What follows belongs to an exercise in optimizing a design on an open flow for small area, a short achievable clock period and few clock cycles; a production flow would make more cautious choices.
The RTL was checked by simulation tests, not by an equivalence proof against the original design.

--- constraint.sdc ---
create_clock -name core_clock -period 14.0 [get_ports {clk}]
set_input_delay 2.8000 -clock core_clock [delete_from_list [all_inputs] [get_ports {clk}]]
set_output_delay 2.8000 -clock core_clock [all_outputs]
set_load 0.01 [all_outputs]
--- design.v ---
module tpm_match (
    input  wire         clk,
    input  wire         rst,
    input  wire         start,
    input  wire         bitsonly,       
    input  wire         lenient,
    input  wire [15:0]  pos_in,
    input  wire [15:0]  trn_len,
    input  wire [15:0]  byte_off_in,
    input  wire [15:0]  dst_len,
    input  wire [31:0]  d_hdr_mark,
    input  wire [31:0]  d_hdr_space,
    input  wire [31:0]  d_bit_mark,
    input  wire [31:0]  d_one_space,
    input  wire [31:0]  d_zero_space,
    input  wire [31:0]  d_ftr_mark,
    input  wire [31:0]  d_ftr_space,
    input  wire [31:0]  d_nbits,
    input  wire [31:0]  d_cfg,
    input  wire [31:0]  d_excess,
    output wire         trn_re,
    output wire [13:0]  trn_addr,
    input  wire [31:0]  trn_rdata,
    input  wire         dst_we,
    input  wire [4:0]   dst_waddr,
    input  wire [7:0]   dst_wdata,
    output wire [255:0] dst,
    output reg          busy,
    output reg          done,
    output reg          err,
    output reg          match,
    output reg          partial,
    output reg  [7:0]   errpos,
    output reg  [15:0]  used,
    output reg  [15:0]  bits,
    output reg  [15:0]  pos_out,
    output reg  [15:0]  byte_off_out
);
    localparam TRN_CAP = 17'd16384;
    localparam DST_CAP = 17'd32;
    localparam S_IDLE  = 3'd0;
    localparam S_CHECK = 3'd1;
    localparam S_READ  = 3'd2;
    localparam S_CMP   = 3'd3;
    localparam S_FIN   = 3'd4;
    localparam PH_HM = 3'd0;    
    localparam PH_HS = 3'd1;    
    localparam PH_BM = 3'd2;    
    localparam PH_BS = 3'd3;    
    localparam PH_FM = 3'd4;    
    localparam PH_FS = 3'd5;    
    wire [7:0] tol  = d_cfg[7:0];
    wire       msb  = d_cfg[8];
    wire       fatl = d_cfg[9];
    wire       rsvd = (d_cfg[15:10] != 6'd0) || (d_cfg[31:24] != 8'd0);
    function inwin;
        input [31:0] v;
        input [31:0] e;
        input [7:0]  t;
        input [31:0] x;
        reg   [38:0] v100;
        reg   [38:0] lo;
        reg   [41:0] hi;
        reg   [6:0]  tlo;
        reg   [8:0]  thi;
        begin
            tlo  = 7'd100 - t[6:0];
            thi  = {1'b0, t} + 9'd100;
            v100 = v * 7'd100;
            lo   = (t > 8'd100) ? 39'd0 : e * tlo;
            hi   = e * thi + x * 7'd100;
            inwin = (v100 >= lo) && ({3'd0, v100} <= hi);
        end
    endfunction
    reg  [2:0]   state;
    reg  [2:0]   phase;
    reg          c_bitsonly, c_lenient;
    reg  [15:0]  c_pos, c_len, c_off;
    reg  [15:0]  p;
    reg  [8:0]   nb;           
    reg  [255:0] dst_q;
    reg  [255:0] shadow;       
    reg  [31:0]  touched;      
    reg  [7:0]   r_errpos;
    reg          r_err, r_match, r_partial;
    assign dst = dst_q;
    wire        bitsonly_hdr_skip = c_bitsonly || (d_hdr_mark == 0);
    reg  [7:0]  chk_code;
    always @(*) begin
        chk_code = 8'd0;
        if ({1'b0, c_len} > TRN_CAP || {1'b0, dst_len} > DST_CAP)
            chk_code = 8'd1;
        else if (c_pos > c_len || c_off > dst_len)
            chk_code = 8'd2;
        else if (rsvd)
            chk_code = 8'd10;
        else if (d_nbits[2:0] != 3'd0)
            chk_code = 8'd3;
        else if (d_nbits != 0 && (d_bit_mark == 0 || d_one_space == 0 || d_zero_space == 0))
            chk_code = 8'd5;
        else if (d_nbits != 0 && d_one_space == d_zero_space)
            chk_code = 8'd6;
        else if ((d_hdr_mark == 0) != (d_hdr_space == 0))
            chk_code = 8'd7;
        else if (d_ftr_space != 0 && d_ftr_mark == 0)
            chk_code = 8'd8;
        else if (c_bitsonly && d_nbits == 0)
            chk_code = 8'd9;
        else if (d_hdr_mark == 0 && d_nbits == 0 && d_ftr_mark == 0)
            chk_code = 8'd9;
        else if ({16'd0, c_off} + {3'd0, d_nbits[31:3]} > {16'd0, dst_len})
            chk_code = 8'd4;
    end
    reg [31:0] exp_a;
    always @(*) begin
        case (phase)
            PH_HM:   exp_a = d_hdr_mark;
            PH_HS:   exp_a = d_hdr_space;
            PH_BM:   exp_a = d_bit_mark;
            PH_BS:   exp_a = d_one_space;
            PH_FM:   exp_a = d_ftr_mark;
            default: exp_a = d_ftr_space;
        endcase
    end
    wire        win_a  = inwin(trn_rdata, exp_a, tol, d_excess);
    wire        win_z  = inwin(trn_rdata, d_zero_space, tol, d_excess);
    wire        atl_ok = win_a || (trn_rdata >= exp_a);
    wire [31:0] dist_one  = (trn_rdata >= d_one_space)  ? trn_rdata - d_one_space  : d_one_space  - trn_rdata;
    wire [31:0] dist_zero = (trn_rdata >= d_zero_space) ? trn_rdata - d_zero_space : d_zero_space - trn_rdata;
    wire        bit_val   = win_a && (!win_z || dist_one <= dist_zero);
    wire        bit_ok    = win_a || win_z;
    wire [15:0] p1     = p + 16'd1;
    wire [15:0] bbyte  = c_off + {10'd0, nb[8:3]};
    wire [2:0]  bpos   = msb ? (3'd7 - nb[2:0]) : nb[2:0];
    wire [7:0]  bindex = {bbyte[4:0], bpos};
    wire        bits_all = ({23'd0, nb} == d_nbits);
    reg rd_need;
    always @(*) begin
        case (phase)
            PH_HM, PH_HS: rd_need = (p < c_len);
            PH_BM:        rd_need = !bits_all && (p1 < c_len);
            PH_BS:        rd_need = 1'b1;
            PH_FM:        rd_need = (p < c_len);
            default:      rd_need = !(c_bitsonly || d_ftr_space == 0 || p >= c_len);
        endcase
    end
    assign trn_re   = (state == S_READ) && rd_need;
    assign trn_addr = (phase == PH_BS) ? p1[13:0] : p[13:0];
    task finish_ok;
        input complete;
        begin
            r_err     <= 1'b0;
            r_match   <= 1'b1;
            r_partial <= !complete;
            r_errpos  <= 8'd0;
            state     <= S_FIN;
        end
    endtask
    task finish_fail;
        begin
            r_err     <= 1'b0;
            r_match   <= 1'b0;
            r_partial <= 1'b0;
            r_errpos  <= 8'd0;
            state     <= S_FIN;
        end
    endtask
    task after_bits;
        begin
            if (!c_bitsonly && d_ftr_mark != 0)
                phase <= PH_FM;
            else
                phase <= PH_FS;    
        end
    endtask
    integer i;
    always @(posedge clk) begin
        if (rst) begin
            state        <= S_IDLE;
            phase        <= PH_HM;
            busy         <= 1'b0;
            done         <= 1'b0;
            err          <= 1'b0;
            match        <= 1'b0;
            partial      <= 1'b0;
            errpos       <= 8'd0;
            used         <= 16'd0;
            bits         <= 16'd0;
            pos_out      <= 16'd0;
            byte_off_out <= 16'd0;
            dst_q        <= 256'd0;
        end else begin
            case (state)
                S_IDLE: begin
                    if (start) begin
                        c_bitsonly <= bitsonly;
                        c_lenient  <= lenient;
                        c_pos      <= pos_in;
                        c_len      <= trn_len;
                        c_off      <= byte_off_in;
                        busy       <= 1'b1;
                        done       <= 1'b0;
                        err        <= 1'b0;
                        match      <= 1'b0;
                        partial    <= 1'b0;
                        state      <= S_CHECK;
                    end else if (dst_we) begin
                        dst_q[{dst_waddr, 3'd0} +: 8] <= dst_wdata;
                    end
                end
                S_CHECK: begin
                    p       <= c_pos;
                    nb      <= 9'd0;
                    shadow  <= 256'd0;
                    touched <= 32'd0;
                    if (chk_code != 8'd0) begin
                        r_err     <= 1'b1;
                        r_match   <= 1'b0;
                        r_partial <= 1'b0;
                        r_errpos  <= chk_code;
                        state     <= S_FIN;
                    end else begin
                        if (!bitsonly_hdr_skip)
                            phase <= PH_HM;
                        else
                            phase <= PH_BM;
                        state <= S_READ;
                    end
                end
                S_READ: begin
                    case (phase)
                        PH_HM, PH_HS: begin
                            if (p >= c_len)
                                finish_fail;
                            else
                                state    <= S_CMP;
                        end
                        PH_BM: begin
                            if (bits_all)
                                after_bits;
                            else if (p1 >= c_len) begin
                                if (c_lenient && nb != 0) finish_ok(1'b0);
                                else finish_fail;
                            end else
                                state    <= S_CMP;
                        end
                        PH_BS: state <= S_CMP;
                        PH_FM: begin
                            if (p >= c_len) begin
                                if (c_lenient) finish_ok(1'b0);
                                else finish_fail;
                            end else
                                state    <= S_CMP;
                        end
                        default: begin
                            if (c_bitsonly || d_ftr_space == 0 || p >= c_len)
                                finish_ok(1'b1);
                            else
                                state    <= S_CMP;
                        end
                    endcase
                end
                S_CMP: begin
                    state <= S_READ;
                    case (phase)
                        PH_HM: begin
                            if (win_a) begin p <= p1; phase <= PH_HS; end
                            else finish_fail;
                        end
                        PH_HS: begin
                            if (win_a) begin p <= p1; phase <= PH_BM; end
                            else finish_fail;
                        end
                        PH_BM: begin
                            if (win_a) phase <= PH_BS;    
                            else if (c_lenient && nb != 0) finish_ok(1'b0);
                            else finish_fail;
                        end
                        PH_BS: begin
                            if (bit_ok) begin
                                p <= p + 16'd2;
                                nb <= nb + 9'd1;
                                shadow[bindex] <= bit_val;
                                touched[bbyte[4:0]] <= 1'b1;
                                phase <= PH_BM;
                            end else if (c_lenient && nb != 0) finish_ok(1'b0);
                            else finish_fail;
                        end
                        PH_FM: begin
                            if (win_a) begin p <= p1; phase <= PH_FS; end
                            else if (c_lenient) finish_ok(1'b0);
                            else finish_fail;
                        end
                        default: begin
                            if (fatl ? atl_ok : win_a) begin
                                p <= p1;
                                finish_ok(1'b1);
                            end else if (c_lenient) finish_ok(1'b0);
                            else finish_fail;
                        end
                    endcase
                end
                S_FIN: begin
                    busy    <= 1'b0;
                    done    <= 1'b1;
                    err     <= r_err;
                    match   <= r_match;
                    partial <= r_partial;
                    errpos  <= r_errpos;
                    if (r_match) begin
                        used         <= p - c_pos;
                        bits         <= {7'd0, nb};
                        pos_out      <= p;
                        byte_off_out <= c_off + {10'd0, nb[8:3]} + {15'd0, (nb[2:0] != 3'd0)};
                        for (i = 0; i < 32; i = i + 1)
                            if (touched[i])
                                dst_q[i*8 +: 8] <= shadow[i*8 +: 8];
                    end else begin
                        used         <= 16'd0;
                        bits         <= 16'd0;
                        pos_out      <= c_pos;
                        byte_off_out <= c_off;
                    end
                    state <= S_IDLE;
                end
                default: state <= S_IDLE;
            endcase
        end
    end
endmodule
--- run.sh ---
#!/bin/bash
# synth_recipe.tcl (not shown) runs the flow's synth.tcl, then flattens the netlist and writes it again
# the make line also repeats each setting of config.mk as NAME=value (left out here)
make -C /OpenROAD-flow-scripts/flow DESIGN_CONFIG=/design/flow/config.mk WORK_HOME=/design/flow/orfs CLKGATE_MAP_FILE= SYNTH_SCRIPT=/design/flow/synth_recipe.tcl finish
--- config.mk ---
export PLATFORM = sky130hd
export DESIGN_NAME = tpm_match
export DESIGN_NICKNAME = tpm_match
export VERILOG_FILES = /design/flow/design.v
export SDC_FILE = /design/flow/constraint.sdc
export NUM_CORES = 4
export LEC_CHECK = 0
export CAP_MARGIN = 20
export CORE_MARGIN = 2
export CORE_UTILIZATION = 35
export PLACE_DENSITY = 0.6
export SLEW_MARGIN = 20
==> results.txt <==
-- per-stage QoR --
step	hold WS [ns]	cell area (um^2)	util, %	TNS (ns)
detailed placement	0.445	103000	40.5	0
global route	0.480	106000	41.6	0
CTS	0.453	106000	41.6	0
global placement	0.439	103000	40.5	0
finish	0.452	106000	41.6	0
floorplan	0.471	89900	-	-515.40
-- report_power, final --
| part | internal (uW) | switching, uW |
|---|---|---|
| Clock | 1220 | 957 |
| Sequential | 2200 | 49.2 |
| Combinational | 8550 | 12400 |
| Total | 12000 | 13400 |
-- worst max-delay path, delay by kind of cell --
| kind | cells | cell delay (ns) |
|---|---|---|
| compound gates | 15 | 3.78 |
| buf+inv | 8 | 1.57 |
| simple gates | 9 | 1.71 |
| fa+ha+maj | 8 | 3.32 |
| xor+xnor | 1 | 0.25 |
-- area by class of cell --
cell class	instances	area (um^2)
multi-input cells	8159	65000
clock inverters	36	413
well taps	3366	4210
repair buffers	1134	10700
diodes	31	77.6
inverters	1427	5370
fillers	25892	148000
flip-flops and latches	698	17700
clock buffers	110	2300
-- cell usage after synthesis, types with 15 or more instances --
library cell	n	area, um^2
a2111oi_0	20	175
a211o_1	19	166
a211oi_1	236	1770
a21boi_0	18	135
a21o_1	236	1770
a21oi_1	801	4010
a221oi_1	20	175
a22oi_1	40	300
a31oi_1	35	219
and2_1	36	225
and3_1	57	357
buf_1	41	154
buf_2	18	90.1
buf_4	16	120
clkbuf_1	464	1740
clkinv_1	22	82.6
dfxtp_1	328	6570
edfxtp_1	370	11100
fa_1	853	17100
ha_1	924	11600
inv_1	1395	5240
mux2_2	18	203
mux2i_1	80	801
nand2_1	1054	3960
nand2b_1	77	482
nand3_1	277	1390
nand4_1	124	776
nor2_1	1205	4520
nor2b_1	62	388
nor3_1	100	500
nor4_1	101	632
o211ai_1	147	1100
o21a_1	89	668
o21ai_0	495	2480
o21bai_1	78	586
o22a_1	18	158
o22ai_1	128	801
o31ai_1	130	976
or2_2	15	93.8
or3_1	29	181
xnor2_1	261	2290
xor2_1	151	1320
-- layer usage --
metal	wire, um	GRT usage, %	up-vias	share of wire, %
met5	178	0	-	0.044
met4	30100	19.2	28	7.4
met3	39500	6.51	814	9.7
met2	173000	45.9	4388	43
met1	164000	40.1	41542	40
li1	-	-	38346	-
-- kinds of logic after synthesis --
family                     Yosys count  share of synthesized area, %
DFF                                698                          19.8
AOI/OAI and AO/OA                 2654                          18.8
adders and majority gates         1778                          32.0
muxes                              100                          1.17
xor gates and xnor gates           412                          4.03
and+or+nand+nor                   3204                          15.7
other                                1                       0.00419
buffers and inverters             1977                          8.47
-- path summary, 6_finish.rpt --
check                               from  depth (start not counted)  slack, ns          end
worst max-delay path            d_cfg[2]                         41       0.81  shadow[233]
worst min-delay path             bits[3]                          2       0.45      bits[3]
worst max register to register  phase[2]                         39       1.26  r_errpos[2]
worst min register to register   bits[3]                          2       0.45      bits[3]
-- sequential cells by signal (all words and copies together) (netlist names), 3 cells and up --
register,count
bits,9
byte_off_out,16
c_len,16
c_off,16
c_pos,16
dst_q,256
errpos,4
nb,9
p,16
phase,3
pos_out,16
r_errpos,4
shadow,256
state,3
touched,32
used,16
==> flow_metrics.py <==
metrics = {
    "placed_design": {
        "dp.final_hpwl_um": 332000,
        "portBuffers": 763,
        "gp_congestion": 1.06,
        "preCtsSetupSlack_ns": 0.283,
        "dp_cells": 14784,
    },
    "global_route": {
        "grt_start_max_net_pins": 146,
        "grt_pass1_wl_um": 581000,
        "grt_use_total_pct": 30.6,
        "grt_pass1_vias": 81455,
        "antenna_found_initial": 52,
        "overflow": 0,
    },
    "synth": {
        "synth_cell_types": 105,
        "syn_avg_cell_area_um2": 8.26,
        "ys_seq_area_share_pct": 19.8,
        "synth_area_um2": 89500,
        "synth_cells": 10824,
        "ys_ff_latch": 698,
        "yosysWarnings": 1,
        "async_flop_share_pct": 0,
        "ys.flop_type": "edfxtp_1",
        "synth-edff-count": 370,
    },
    "finish": {
        "final_cell_count_no_fill": 14961,
        "areaGrowthSynthToFinish_pct": 18.2,
        "final_net_count": 13710,
        "layout_commonest_cell": "inv_1",
        "drive_above_1_share_pct": 6.12,
        "layout_common_cells": "inv_1, nor2_1, nand2_1, ha_1, fa_1",
    },
    "timing": {
        "final_hold_viol_count": 0,
        "rsz0062_at_grt": "false",
        "finalSetupViolCount": 0,
        "skew_ns": 0.0686,
        "worst_slack_ns": 0.808,
        "timing.fmax_mhz": 75.8,
        "fin_crit_ns": 13.19,
        "worst_pin_slew_ns": 1.23,
        "relSlewSlack_pct": 15.6,
        "post-route-period-util_pct": 94.2,
        "slew_viol_final": 0,
    },
    "route": {
        "wl_per_cell_um": 27.2,
        "antenna_left": 0,
        "via_per_inst": 5.69,
        "drt_iter0_markers": 9815,
        "dr.pass1.iters": 6,
        "drc": 0,
        "vias": 85118,
        "wirelength_um": 407000,
    },
    "floorplanning": {
        "core.rowCount": 185,
        "ios": 783,
        "die_h_um": 510,
        "initial_utilization_pct": 35.2,
        "core-area_um2": 254000,
        "dieWidth_um": 510,
        "fp.dieArea_um2": 260000,
    },
    "hold_path": {
        "hold_class": "register to register",
    },
    "worst_setup_path": {
        "cp_slowest_cell": "clkdlybuf4s50_1",
        "arrival_ns": 13.63,
        "end_kind": "register",
        "cp.required_ns": 14.44,
        "start_kind": "input port",
        "worstPathMaxFanout": 91,
        "slowest_delay_ns": 0.69,
        "crit_type": "input port to register",
    },
    "cts": {
        "clkLatencyLatePin_ns": 0.71,
        "cts_setup_buffers": 0,
        "clock-sinks": 698,
        "cts_resized": 0,
        "hold_buffers": 0,
        "cts.htree.levels": 3,
        "cts_tree": "done",
        "clock-root-buffer": "clkbuf_16",
        "clk_pin_slew_ns": 0.06,
        "cts_buffers": 78,
        "clk_path_buf_depth": 3,
    },
    "power_and_ir_drop": {
        "max-vdd-ir-drop_v": 0.000365,
        "p_per_area_nw_per_um2": 240,
        "finalPower_uw": 25300,
        "p_leak_uw": 0.0461,
    },
    "status": {
        "outcome": "finished clean",
    },
    "run": {
        "drv_cap": 0,
    },
}
Testbench counts, summed over its fixed seeds: cycles 50,864.

afterwards: timing with drivers on the ports:
How much do the figures lean on ideal ports? The routed layout below was timed once more, with nothing changed but the port constraints. Step 1 assumes that a clkbuf_16 drives the clock port and a buf_2 every other input. Step 2 times the ports against the registers' clock, not the clock port: input delays grow and output delays shrink by t, the midpoint of the rising clock arrivals with the driver on. a / b / c = no drivers / after step 1 / after step 2; a / b = the first two.
t, ns: 0.766
slack for setup (ns): 0.808 / 0.873 / 0.106
worst register clock-pin slew, ns: 0.07 / 0.07
pins driven straight from the clock port: 1
After both steps setup and hold are still met in this run. For this run, drivers alone change the setup slack by +0.065 ns; drivers and shift together by -0.702 ns.
